Background: an optimization exercise with open tools, aiming at small area, a short achievable clock period and few clock cycles. Do not read the settings as production practice.
In this exercise RTL edits were held to simulation tests only and were not proved equivalent to the original.
Power figures rest on the tool's default switching activity, not on a simulated workload.

--- flow/config.mk ---
export PLATFORM = sky130hd
export DESIGN_NAME = box_blur_engine
export DESIGN_NICKNAME = box_blur_engine
export VERILOG_FILES = /design/flow/design.v
export SDC_FILE = /design/flow/constraint.sdc
export NUM_CORES = 4
export LEC_CHECK = 0
export CAP_MARGIN = 20
export CORE_MARGIN = 2
export CORE_UTILIZATION = 40
export SLEW_MARGIN = 20
--- flow/design.v ---
module box_blur_engine (
    input  wire        clk,
    input  wire        rst,
    input  wire        reg_wr,
    input  wire [2:0]  reg_addr,
    input  wire [31:0] reg_wdata,
    output reg  [31:0] reg_rdata,
    output reg         mem_req,
    output reg         mem_we,
    output reg  [15:0] mem_addr,
    output reg  [7:0]  mem_wdata,
    input  wire        mem_ack,
    input  wire [7:0]  mem_rdata,
    output reg         snap_req,
    output reg         snap_we,
    output reg  [13:0] snap_addr,
    output reg  [7:0]  snap_wdata,
    input  wire        snap_ack,
    input  wire [7:0]  snap_rdata
);
    localparam [2:0] S_IDLE  = 3'd0,
                     S_MUL   = 3'd1,    
                     S_CHK   = 3'd2,    
                     S_PT    = 3'd3,    
                     S_CP    = 3'd4,    
                     S_BSTEP = 3'd5,    
                     S_BCOL  = 3'd6,    
                     S_BFIN  = 3'd7;    
    reg [31:0] buf_base, buf_len, width, height, param;
    reg        busy, done, ovr;
    reg [3:0]  err;
    reg [2:0]  state;
    reg [1:0]  op;              
    wire op_blur = (op == 2'd0);
    wire op_con  = (op == 2'd2);
    wire op_gray = (op == 2'd3);
    always @* begin
        case (reg_addr)
            3'd1:    reg_rdata = {24'd0, err, 1'b0, ovr, done, busy};
            3'd2:    reg_rdata = buf_base;
            3'd3:    reg_rdata = buf_len;
            3'd4:    reg_rdata = width;
            3'd5:    reg_rdata = height;
            3'd6:    reg_rdata = param;
            default: reg_rdata = 32'd0;
        endcase
    end
    wire c_blur   = (reg_wdata == 32'd1);
    wire c_bright = (reg_wdata == 32'd2);
    wire c_con    = (reg_wdata == 32'd3);
    wire c_gray   = (reg_wdata == 32'd4);
    wire [1:0] op_new = c_blur ? 2'd0 : c_bright ? 2'd1 : c_con ? 2'd2 : 2'd3;
    wire [3:0] q_err =
        !(c_blur | c_bright | c_con | c_gray)                            ? 4'd1 :
        (width[31] | height[31] |
         (c_blur & ((width == 32'd0) | (height == 32'd0))))              ? 4'd2 :
        (c_blur & param[31])                                             ? 4'd3 :
        ((c_bright | c_con) & (&param[30:23]))                           ? 4'd4 : 4'd0;
    reg  [29:0] acc;            
    reg  [4:0]  mi;             
    wire [31:0] acc_n = {1'b0, acc, 1'b0} + (height[mi] ? {1'b0, width[30:0]} : 32'd0);
    wire        len_ok   = (buf_len[1:0] == 2'b00) && (acc == buf_len[31:2]);
    wire [17:0] bsum     = {1'b0, buf_base[16:0]} + {1'b0, buf_len[16:0]};
    wire        buf_bad  = (|buf_base[31:17]) | (|buf_len[31:17]) | (bsum > 18'd65536);
    wire        snap_bad = op_blur & (buf_len[16:0] > 17'd16384);
    wire [7:0]  f_exp = param[30:23];
    wire [23:0] f_man = {(f_exp != 8'd0), param[22:0]};
    reg  [8:0]  c_e;            
    reg  [1:0]  mac_ch;
    reg         mac_en;
    reg  signed [33:0] P;
    reg  [4:0]  sh;             
    reg         sat;            
    reg         pcomp;
    reg  [7:0]  res;            
    wire [8:0]  c_pos  = op_con ? {mem_rdata[7], mem_rdata[7], mem_rdata[6:0]} ^ 9'h180
                                : {1'b0, mem_rdata};
    wire [8:0]  c_op   = (param[31] & !op_gray) ? (~c_pos + 9'd1) : c_pos;
    reg  [23:0] m_sel;
    always @* begin
        if (op_gray) begin
            case (mac_ch)
                2'd0:    m_sel = 24'd313525;
                2'd1:    m_sel = 24'd615515;
                default: m_sel = 24'd119538;
            endcase
        end else begin
            m_sel = f_man;
        end
    end
    wire signed [33:0] mac_prod = $signed(c_e) * $signed({1'b0, m_sel});
    wire signed [33:0] mac_base = (op_gray && mac_ch != 2'd0) ? P : 34'sd0;
    wire signed [17:0] y_sh = $signed(P[33:16]) >>> sh;
    wire signed [18:0] y_z  = $signed({y_sh[17], y_sh}) + (op_con ? 19'sd128 : 19'sd0);
    wire               p_nz = (P != 34'sd0);
    reg  [7:0]  post_out;
    always @* begin
        if (sat) begin
            if (P[33])
                post_out = 8'd0;
            else if (p_nz)
                post_out = 8'd255;
            else
                post_out = op_con ? 8'd128 : 8'd0;
        end else if (y_z[18]) begin
            post_out = 8'd0;
        end else if (|y_z[17:8]) begin
            post_out = 8'd255;
        end else begin
            post_out = y_z[7:0];
        end
    end
    reg  [16:0] rd_off;         
    reg  [15:0] wr_off;         
    reg  [1:0]  rd_ch;          
    reg  [2:0]  oc;             
    reg         slot;           
    wire        rd_more = (rd_off < buf_len[16:0]);
    wire [2:0]  oc_n    = oc + {2'd0, (mem_req & mem_ack & !mem_we)} - {2'd0, (mem_req & mem_ack & mem_we)};
    wire [7:0]  wsel    = (op_gray && wr_off[1:0] != 2'd0) ? res : post_out;
    function [16:0] nextoff(input [16:0] o);
        nextoff = o + ((o[1:0] == 2'd2) ? 17'd2 : 17'd1);
    endfunction
    reg  [13:0] cp_wr;          
    reg         hv;             
    reg  [7:0]  hb;
    reg  [11:0] rc;             
    reg         fast;           
    reg  [12:0] bx, by, cu;
    reg  [1:0]  bch;
    reg  [12:0] ba;             
    reg  [12:0] vcnt;
    reg  [13:0] row_y0, row_y;  
    reg  [13:0] rd_addr;
    reg  [19:0] S, C;
    reg  [12:0] N;
    reg  [10:0] dl0, dl1, dl2, dl3, dl4, dl5, dl6;
    reg  [13:0] pend_off;
    reg         pend_valid;
    wire [12:0] wm1 = width[12:0] - 13'd1;
    wire [12:0] hm1 = height[12:0] - 13'd1;
    wire [14:0] w4  = {width[12:0], 2'b00};
    wire [13:0] colbase_cu  = row_y0 + {cu[11:0], bch};
    wire [12:0] x_rc = bx + {1'b0, rc};
    wire [12:0] x0   = (bx > {1'b0, rc}) ? (bx - {1'b0, rc}) : 13'd0;
    wire [13:0] colbase_x0  = row_y0 + {x0[11:0], bch};
    wire [12:0] cu1  = cu + 13'd1;
    wire [13:0] colbase_cu1 = row_y0 + {cu1[11:0], bch};
    wire        more_col = (cu1 <= wm1) && (cu1 <= x_rc);
    wire [10:0] tap = (rc[1:0] == 2'd1) ? dl2 : (rc[1:0] == 2'd2) ? dl4 : dl6;
    wire [19:0] c_sum = C + {12'd0, snap_rdata};
    reg         d_busy, d_done;
    reg  [1:0]  d_cnt;
    reg  [11:0] d_rem;
    reg  [7:0]  d_q;
    reg  [12:0] d_div;
    reg  [13:0] d_off;
    wire        div_free = !d_busy && !d_done;
    reg  [11:0] dr1, dr2;
    reg  [7:0]  dq1, dq2;
    reg  [13:0] dt1, dt2;
    always @* begin
        dt1 = {1'b0, d_rem, d_q[7]} - {1'b0, d_div};
        dr1 = dt1[13] ? {d_rem[10:0], d_q[7]} : dt1[11:0];
        dq1 = {d_q[6:0], ~dt1[13]};
        dt2 = {1'b0, dr1, dq1[7]} - {1'b0, d_div};
        dr2 = dt2[13] ? {dr1[10:0], dq1[7]} : dt2[11:0];
        dq2 = {dq1[6:0], ~dt2[13]};
    end
    task finish(input [3:0] code);
        begin
            busy     <= 1'b0;
            done     <= 1'b1;
            err      <= code;
            state    <= S_IDLE;
            mem_req  <= 1'b0;
            snap_req <= 1'b0;
        end
    endtask
    task start_col(input [13:0] base);
        begin
            C         <= 20'd0;
            vcnt      <= ba;
            snap_req  <= 1'b1;
            snap_we   <= 1'b0;
            snap_addr <= base;
            rd_addr   <= base + w4[13:0];
        end
    endtask
    task dl_push(input [10:0] v);
        begin
            dl0 <= v;   dl1 <= dl0; dl2 <= dl1; dl3 <= dl2;
            dl4 <= dl3; dl5 <= dl4; dl6 <= dl5;
        end
    endtask
    task advance;
        begin
            state <= S_BSTEP;
            if (bx == wm1) begin
                bx <= 13'd0;
                if (bch == 2'd2) begin
                    bch <= 2'd0;
                    if (by == hm1) begin
                        state <= S_BFIN;
                    end else begin
                        by    <= by + 13'd1;
                        row_y <= row_y + w4[13:0];
                        if (by >= {1'b0, rc})
                            row_y0 <= row_y0 + w4[13:0];
                        ba <= ba + (({1'b0, by} + {2'b0, rc} + 14'd2 <= {1'b0, height[12:0]}) ? 13'd1 : 13'd0)
                                 - ((by >= {1'b0, rc}) ? 13'd1 : 13'd0);
                    end
                end else begin
                    bch <= bch + 2'd1;
                end
            end else begin
                bx <= bx + 13'd1;
            end
        end
    endtask
    always @(posedge clk) begin
        mac_en <= 1'b0;
        pcomp  <= mac_en && (mac_ch == 2'd2);
        if (mac_en)
            P <= mac_base + mac_prod;
        if (pcomp)
            res <= post_out;
        if (rst) begin
            buf_base   <= 32'd0;
            buf_len    <= 32'd0;
            width      <= 32'd0;
            height     <= 32'd0;
            param      <= 32'd0;
            busy       <= 1'b0;
            done       <= 1'b0;
            ovr        <= 1'b0;
            err        <= 4'd0;
            state      <= S_IDLE;
            mem_req    <= 1'b0;
            mem_we     <= 1'b0;
            snap_req   <= 1'b0;
            snap_we    <= 1'b0;
            d_busy     <= 1'b0;
            d_done     <= 1'b0;
        end else begin
            if (reg_wr) begin
                if (reg_addr == 3'd1) begin
                    if (reg_wdata[2])
                        ovr <= 1'b0;
                end else if (busy) begin
                    ovr <= 1'b1;
                end else begin
                    case (reg_addr)
                        3'd0: begin
                            op   <= op_new;
                            done <= (q_err != 4'd0);
                            err  <= q_err;
                            if (q_err == 4'd0) begin
                                busy  <= 1'b1;
                                state <= S_MUL;
                                acc   <= 30'd0;
                                mi    <= (height[30:5] == 26'd0) ? 5'd4 : 5'd30;
                            end
                        end
                        3'd2: buf_base <= reg_wdata;
                        3'd3: buf_len  <= reg_wdata;
                        3'd4: width    <= reg_wdata;
                        3'd5: height   <= reg_wdata;
                        3'd6: param    <= reg_wdata;
                        default: ;
                    endcase
                end
            end
            if (d_busy) begin
                d_rem <= dr2;
                d_q   <= dq2;
                d_cnt <= d_cnt + 2'd1;
                if (d_cnt == 2'd3) begin
                    d_busy <= 1'b0;
                    d_done <= 1'b1;
                end
            end
            if (state == S_BSTEP || state == S_BCOL || state == S_BFIN) begin
                if (d_done && (!mem_req || mem_ack)) begin
                    mem_req   <= 1'b1;
                    mem_we    <= 1'b1;
                    mem_addr  <= buf_base[15:0] + {2'b00, d_off};
                    mem_wdata <= d_q;
                    d_done    <= 1'b0;
                end else if (mem_ack) begin
                    mem_req <= 1'b0;
                end
            end
            case (state)
                S_IDLE: ;
                S_MUL: begin
                    acc <= acc_n[29:0];
                    mi  <= mi - 5'd1;
                    if (acc_n[31:30] != 2'b00)
                        finish(4'd5);
                    else if (mi == 5'd0)
                        state <= S_CHK;
                end
                S_CHK: begin
                    rd_off <= 17'd0;
                    wr_off <= 16'd0;
                    cp_wr  <= 14'd0;
                    oc     <= 3'd0;
                    slot   <= 1'b1;
                    hv     <= 1'b0;
                    rc     <= (param[30:12] != 19'd0) ? 12'd4095 : param[11:0];
                    fast   <= (param[30:2] == 29'd0);
                    sat    <= !op_gray && (f_exp >= 8'd135);
                    sh     <= op_gray ? 5'd4 : (f_exp >= 8'd118) ? (5'd6 - f_exp[4:0]) : 5'd16;
                    bx     <= 13'd0;
                    by     <= 13'd0;
                    bch    <= 2'd0;
                    row_y0 <= 14'd0;
                    row_y  <= 14'd0;
                    pend_valid <= 1'b0;
                    if (!len_ok)
                        finish(4'd5);
                    else if (buf_bad)
                        finish(4'd6);
                    else if (snap_bad)
                        finish(4'd7);
                    else if (buf_len[16:0] == 17'd0)
                        finish(4'd0);
                    else if (op_blur) begin
                        if (param[30:0] == 31'd0 || (width[12:0] == 13'd1 && height[12:0] == 13'd1))
                            finish(4'd0);
                        else begin
                            state    <= S_CP;
                            mem_req  <= 1'b1;
                            mem_we   <= 1'b0;
                            mem_addr <= buf_base[15:0];
                            rd_off   <= 17'd1;
                        end
                    end else begin
                        state <= S_PT;
                    end
                end
                S_PT: begin
                    if (!mem_req || mem_ack) begin
                        if (mem_req && !mem_we) begin
                            c_e    <= c_op;
                            mac_ch <= rd_ch;
                            mac_en <= 1'b1;
                        end
                        oc   <= oc_n;
                        slot <= !slot;
                        if (!rd_more && oc_n == 3'd0) begin
                            finish(4'd0);
                        end else if (slot) begin
                            if (rd_more) begin
                                mem_req  <= 1'b1;
                                mem_we   <= 1'b0;
                                mem_addr <= buf_base[15:0] + rd_off[15:0];
                                rd_ch    <= rd_off[1:0];
                                rd_off   <= nextoff(rd_off);
                            end else begin
                                mem_req <= 1'b0;
                            end
                        end else begin
                            if ((op_gray ? (oc_n > 3'd3) : (oc_n > 3'd1)) || (!rd_more && oc_n != 3'd0)) begin
                                mem_req   <= 1'b1;
                                mem_we    <= 1'b1;
                                mem_addr  <= buf_base[15:0] + wr_off;
                                mem_wdata <= wsel;
                                wr_off    <= nextoff({1'b0, wr_off});
                            end else begin
                                mem_req <= 1'b0;
                            end
                        end
                    end
                end
                S_CP: begin
                    if (snap_req && !snap_ack) begin
                        if (mem_req && mem_ack) begin
                            hv <= 1'b1;
                            hb <= mem_rdata;
                        end
                    end else if (hv) begin
                        snap_req   <= 1'b1;
                        snap_we    <= 1'b1;
                        snap_addr  <= cp_wr;
                        snap_wdata <= hb;
                        cp_wr      <= nextoff({3'b0, cp_wr});
                        hv         <= 1'b0;
                    end else if (mem_req && mem_ack) begin
                        snap_req   <= 1'b1;
                        snap_we    <= 1'b1;
                        snap_addr  <= cp_wr;
                        snap_wdata <= mem_rdata;
                        cp_wr      <= nextoff({3'b0, cp_wr});
                    end else begin
                        snap_req <= 1'b0;
                    end
                    if (!mem_req || mem_ack) begin
                        if (rd_more && !(hv || (snap_req && !snap_ack && mem_req && mem_ack))) begin
                            mem_req  <= 1'b1;
                            mem_addr <= buf_base[15:0] + rd_off[15:0];
                            rd_off   <= nextoff(rd_off);
                        end else begin
                            mem_req <= 1'b0;
                        end
                    end
                    if (!mem_req && !rd_more && !hv && !snap_req) begin
                        state <= S_BSTEP;
                        ba    <= (hm1 < {1'b0, rc}) ? height[12:0] : ({1'b0, rc} + 13'd1);
                    end
                end
                S_BSTEP: begin
                    if (!(pend_valid && !div_free)) begin
                        if (pend_valid) begin
                            d_rem  <= S[19:8];
                            d_q    <= S[7:0];
                            d_div  <= N;
                            d_off  <= pend_off;
                            d_cnt  <= 2'd0;
                            d_busy <= 1'b1;
                        end
                        pend_off   <= row_y + {bx[11:0], bch};
                        pend_valid <= 1'b1;
                        if (fast && bx != 13'd0) begin
                            if (bx > {1'b0, rc}) begin
                                S <= S - {9'd0, tap};
                                N <= N - ba;
                            end
                            if (cu <= wm1) begin
                                start_col(colbase_cu);
                                state <= S_BCOL;
                            end else begin
                                dl_push(11'd0);
                                advance;
                            end
                        end else begin
                            S  <= 20'd0;
                            N  <= 13'd0;
                            cu <= x0;
                            start_col(colbase_x0);
                            state <= S_BCOL;
                        end
                    end
                end
                S_BCOL: begin
                    if (snap_ack) begin
                        S <= S + {12'd0, snap_rdata};
                        C <= c_sum;
                        if (vcnt == 13'd1) begin
                            N  <= N + ba;
                            cu <= cu1;
                            if (fast)
                                dl_push(c_sum[10:0]);
                            if (more_col) begin
                                start_col(colbase_cu1);
                            end else begin
                                snap_req <= 1'b0;
                                advance;
                            end
                        end else begin
                            vcnt      <= vcnt - 13'd1;
                            snap_addr <= rd_addr;
                            rd_addr   <= rd_addr + w4[13:0];
                        end
                    end
                end
                S_BFIN: begin
                    if (pend_valid) begin
                        if (div_free) begin
                            d_rem  <= S[19:8];
                            d_q    <= S[7:0];
                            d_div  <= N;
                            d_off  <= pend_off;
                            d_cnt  <= 2'd0;
                            d_busy <= 1'b1;
                            pend_valid <= 1'b0;
                        end
                    end else if (div_free && (!mem_req || mem_ack)) begin
                        finish(4'd0);
                    end
                end
                default: state <= S_IDLE;
            endcase
        end
    end
endmodule
--- flow/run.sh ---
#!/bin/bash
# synth_recipe.tcl (not shown) runs the flow's synth.tcl, then flattens the netlist and writes it again
# the make line also repeats each setting of config.mk as NAME=value (left out here)
make -C /OpenROAD-flow-scripts/flow DESIGN_CONFIG=/design/flow/config.mk WORK_HOME=/design/flow/orfs CLKGATE_MAP_FILE= SYNTH_SCRIPT=/design/flow/synth_recipe.tcl finish
--- flow/constraint.sdc ---
create_clock -name core_clock -period 13.0 [get_ports {clk}]
set_input_delay 2.6000 -clock core_clock [delete_from_list [all_inputs] [get_ports {clk}]]
set_output_delay 2.6000 -clock core_clock [all_outputs]
set_load 0.01 [all_outputs]
==> impl_metrics.env <==
export IMPL_min_path_cells=0
export IMPL_drive_gt1_frac=0.0569
export IMPL_num_rows=139
export IMPL_synth_area_leaders="edfxtp_1 26%, ha_1 11%, fa_1 7.2%"
export IMPL_required_ns=10.40
export IMPL_cp_cell_sequence="clkdlybuf4s50_1 > buf_4 > inv_1 > nor2_2 > buf_4 > nand2_1 > nor2_1 > a31oi_1 > o21ai_0 > clkdlybuf4s50_1"
export IMPL_design_area_sq_um=64000
export IMPL_ys_seq_elements=685
export IMPL_first_global_vias=47600
export IMPL_max_freq_ghz=0.124
export IMPL_hold_end="dl1[0]"
export IMPL_rrSetupSlack_ns=5.41
export IMPL_vdd_ir_drop_max_mv=0.119
export IMPL_cts_resized=0
export IMPL_crit_buf_inv=5
export IMPL_r2r_start="op[0]"
export IMPL_setup_viol=0
export IMPL_grt_setup_unrepaired="false"
export IMPL_fin_crit_sh=0.623
export IMPL_fillCellCount=13900
export IMPL_startpoint_type="input port"
export IMPL_synth_edff_count=507
export IMPL_cts_buffer_depth=3
export IMPL_crit_path_end_kind="primary output"
export IMPL_die_w_um=384
export IMPL_muxShareOfSynthArea=0.0344
export IMPL_area_delta_synth_final_pct=11.0
export IMPL_synthCells=6396
export IMPL_grt_max_degree=82
export IMPL_seq_area_frac_synth=0.326
export IMPL_viasPerCell=5.86
export IMPL_power_total_mw=5.38
export IMPL_antenna_found_initial=14
export IMPL_design_portCount=138
export IMPL_grt_usage=0.258
export IMPL_overflow=0
export IMPL_reg2regPathDepth=24
export IMPL_regArea_sq_um=18800
export IMPL_cts_sinks=685
export IMPL_drt_iter0_markers=4678
export IMPL_port_buffers=137
export IMPL_syn_avg_cell_area_sq_um=9.02
export IMPL_finalClockSkew_ns=0.0368
export IMPL_outcome="complete, no violations"
export IMPL_cts_tree="done"
export IMPL_leakagePower_nw=25.4
export IMPL_hpwl_um=145000
export IMPL_crit_type="input port to primary output"
export IMPL_cpMaxStageDelayCell="clkdlybuf4s50_1"
export IMPL_postCtsSetupRepairBufs=0
export IMPL_core_sq_um=143000
export IMPL_placed_cell_area_sq_um=61200
export IMPL_ys_types=99
export IMPL_synth_compound_area_frac=0.162
export IMPL_ant_nets=0
export IMPL_drc=0
export IMPL_wl_met1_um=82700
export IMPL_worst_slew_pin_slew_ns=1.16
export IMPL_yosys_warnings=1
export IMPL_multiInputGateArea_sq_um=36100
export IMPL_gp_congestion=0.973
export IMPL_wire_per_inst_um=22.9
export IMPL_seq_power_share=0.444
export IMPL_netlist_area_sq_um=57700
export IMPL_synth_top_family_by_area="adder cells"
export IMPL_hold_start="dl0[0]"
export IMPL_floorplan_initialDensity=0.402
export IMPL_synth_top_area_frac=0.264
export IMPL_synthArstFlopShare=0
export IMPL_synth_top_area_cell="edfxtp_1"
export IMPL_insertion_delay_ns=0.72
export IMPL_cts_clk_slew_worst_paths_ns=0.06
export IMPL_die_height_um=384
export IMPL_dr_pass1_iters=6
export IMPL_synthAdderAreaFrac=0.183
export IMPL_clkPwrFrac=0.451
export IMPL_vias=49200
export IMPL_critPathTopFamily="buffers and inverters"
export IMPL_fin_tns_setup_ns=0
export IMPL_cts_hold_buf=0
export IMPL_drt_total_wl_um=192000
export IMPL_report_final_slew_viol_count=0
export IMPL_slew_headroom=0.224
export IMPL_p_comb_frac=0.105
export IMPL_power_switching_mw=1.41
export IMPL_synth_simple_area_share=0.179
export IMPL_maxCapViolCount=0
export IMPL_reg2reg_to="P[33]"
export IMPL_p_sw_frac=0.262
export IMPL_design_die_area_sq_um=147000
export IMPL_period_minus_slack_ns=8.10
export IMPL_hold_viol_final=0
export IMPL_htree_levels=3
export IMPL_synth_nets=7173
export IMPL_cellInternalPower_mw=3.97
export IMPL_worstPathMaxFanout=26
export IMPL_cp_arrival_ns=5.50
export IMPL_dr_wl_met2_um=87400
export IMPL_cts_buffers=85
export IMPL_critPathMaxStageDelay_ns=0.68
export IMPL_place_ws_ns=4.97
export IMPL_synth_xor_area_frac=0.0638
export IMPL_power_density_nw_per_um2=84.0
export IMPL_fin_nets=7208
export IMPL_wl_met3_um=15000
export IMPL_hp_class="flip-flop to flip-flop"
export IMPL_grt_first_pass_wirelength_um=293000
export IMPL_synth_ff_type="edfxtp_1"
export IMPL_maxUsedRoutingLayer="met5"
export IMPL_fin_ws_ns=4.90
export IMPL_cts_root_buf="clkbuf_16"
-- cell type report --
class / instances / area share
antenna: 3 / 0.000117
clock buffer: 112 / 0.0368
clock inverter: 43 / 0.00647
inverter: 515 / 0.0302
multi-input combinational: 4917 / 0.564
sequential: 685 / 0.293
tap: 1903 / 0.0372
timing repair buffer: 227 / 0.0319
-- cell usage in the layout (no fill, tap or decap), types with 178 or more instances in the layout --
cell type and n:
dfxtp_1 178, a21oi_1 493, ha_1 511, edfxtp_1 507, inv_1 511, xnor2_1 251, o21ai_0 262, nor2_1 496
nand2_1 751, fa_1 209
-- metal layers --
layer,up-vias,GRT usage
li1,22800,-
met1,24100,0.350
met2,1897,0.413
met3,403,0.0447
met4,18,0.0920
met5,-,0
-- per-stage QoR --
step                      utilization  hold slack [ns]  std cells
after CTS                       0.446            0.417       8401
final                           0.446            0.417       8405
after detailed placement        0.427            0.406       8246
after global placement          0.427            0.401       8246
after global routing            0.446            0.423       8402
after floorplan                     -            0.400       6396
-- logic make-up after synthesis --
family                   after synthesis
buffers and inverters                794
adder cells (fa/ha/maj)              721
flip-flops                           685
XOR/XNOR                             411
multiplexers                         166
AND/OR/NAND/NOR                     2174
AO/OA/AOI/OAI                       1445
-- power groups by stage --
stage | Combinational, mW | Sequential [mW] | Clock, mW
3_3_place_gp | 0.546 | 2.43 | 0
2_1_floorplan | 0.381 | 2.41 | 0
4_1_cts | 0.556 | 2.39 | 2.47
6_report | 0.564 | 2.39 | 2.43
3_5_place_dp | 0.553 | 2.43 | 0
5_1_grt | 0.623 | 2.39 | 2.54
-- synthesized netlist by cell type, types with 15 or more instances --
cell type / count
a211oi_1: 62
a21boi_0: 22
a21o_1: 100
a21oi_1: 495
a221o_1: 31
a221oi_1: 17
a22o_1: 35
a22oi_1: 15
a31oi_1: 42
and2_1: 125
and3_1: 72
buf_1: 20
buf_2: 18
clkbuf_1: 241
dfxtp_1: 178
edfxtp_1: 507
fa_1: 209
ha_1: 512
inv_1: 511
mux2_2: 37
mux2i_1: 107
mux4_2: 22
nand2_1: 752
nand2b_1: 71
nand3_1: 140
nand4_1: 71
nor2_1: 503
nor2b_1: 92
nor3_1: 141
nor4_1: 65
o211ai_1: 34
o21a_1: 65
o21ai_0: 262
o21bai_1: 49
o221ai_1: 18
o22ai_1: 22
o31ai_1: 19
o41ai_1: 18
or2_2: 21
or3_1: 35
or4_1: 20
xnor2_1: 251
xor2_1: 153
-- state kept, by name, indices dropped and copies added (netlist names), 16 cells and up --
| name | flops |
|---|---|
| P | 34 |
| S | 20 |
| acc | 30 |
| buf_base | 32 |
| buf_len | 32 |
| height | 32 |
| mem_addr | 16 |
| param | 32 |
| rd_off | 17 |
| width | 32 |
| wr_off | 16 |
-- worst max-delay path by stage --
stage,from,endpoint,slack [ns],cells past startpoint
2_1_floorplan,rst,dl0[0],2.83,4
4_1_cts,reg_addr[2],reg_rdata[9],4.97,6
3_5_place_dp,reg_addr[2],reg_rdata[9],4.97,6
3_3_place_gp,reg_addr[2],reg_rdata[8],4.97,6
5_1_grt,reg_addr[1],reg_rdata[6],4.79,10
6_report,reg_addr[1],reg_rdata[6],4.90,10
Testbench counts, summed over its fixed seeds: cycles 153,162.

static timing again, ports no longer ideal:
In the flow no input, the clock included, has a driving cell. The finished layout below was timed again as built, in two steps.
Step 1 assumes that a clkbuf_16 drives the clock port and a buf_2 every other input.
Step 2 times the ports against the registers' clock, not the clock port: input delays grow and output delays shrink by t, the midpoint of the rising clock arrivals with the driver on.
Slacks: ideal / step 1 / step 2; pairs: ideal / step 1.
t (ns): 0.782
setup slack, ns: 4.905 / 4.813 / 4.813
worst setup path after step 2: input to output
worst register clock-pin slew, ns: 0.07 / 0.07
worst slew at a driven data input, ns: 0.13
After both steps this run still meets setup and hold. The setup slack of this run moves by -0.092 ns with the drivers and by -0.092 ns with both steps.
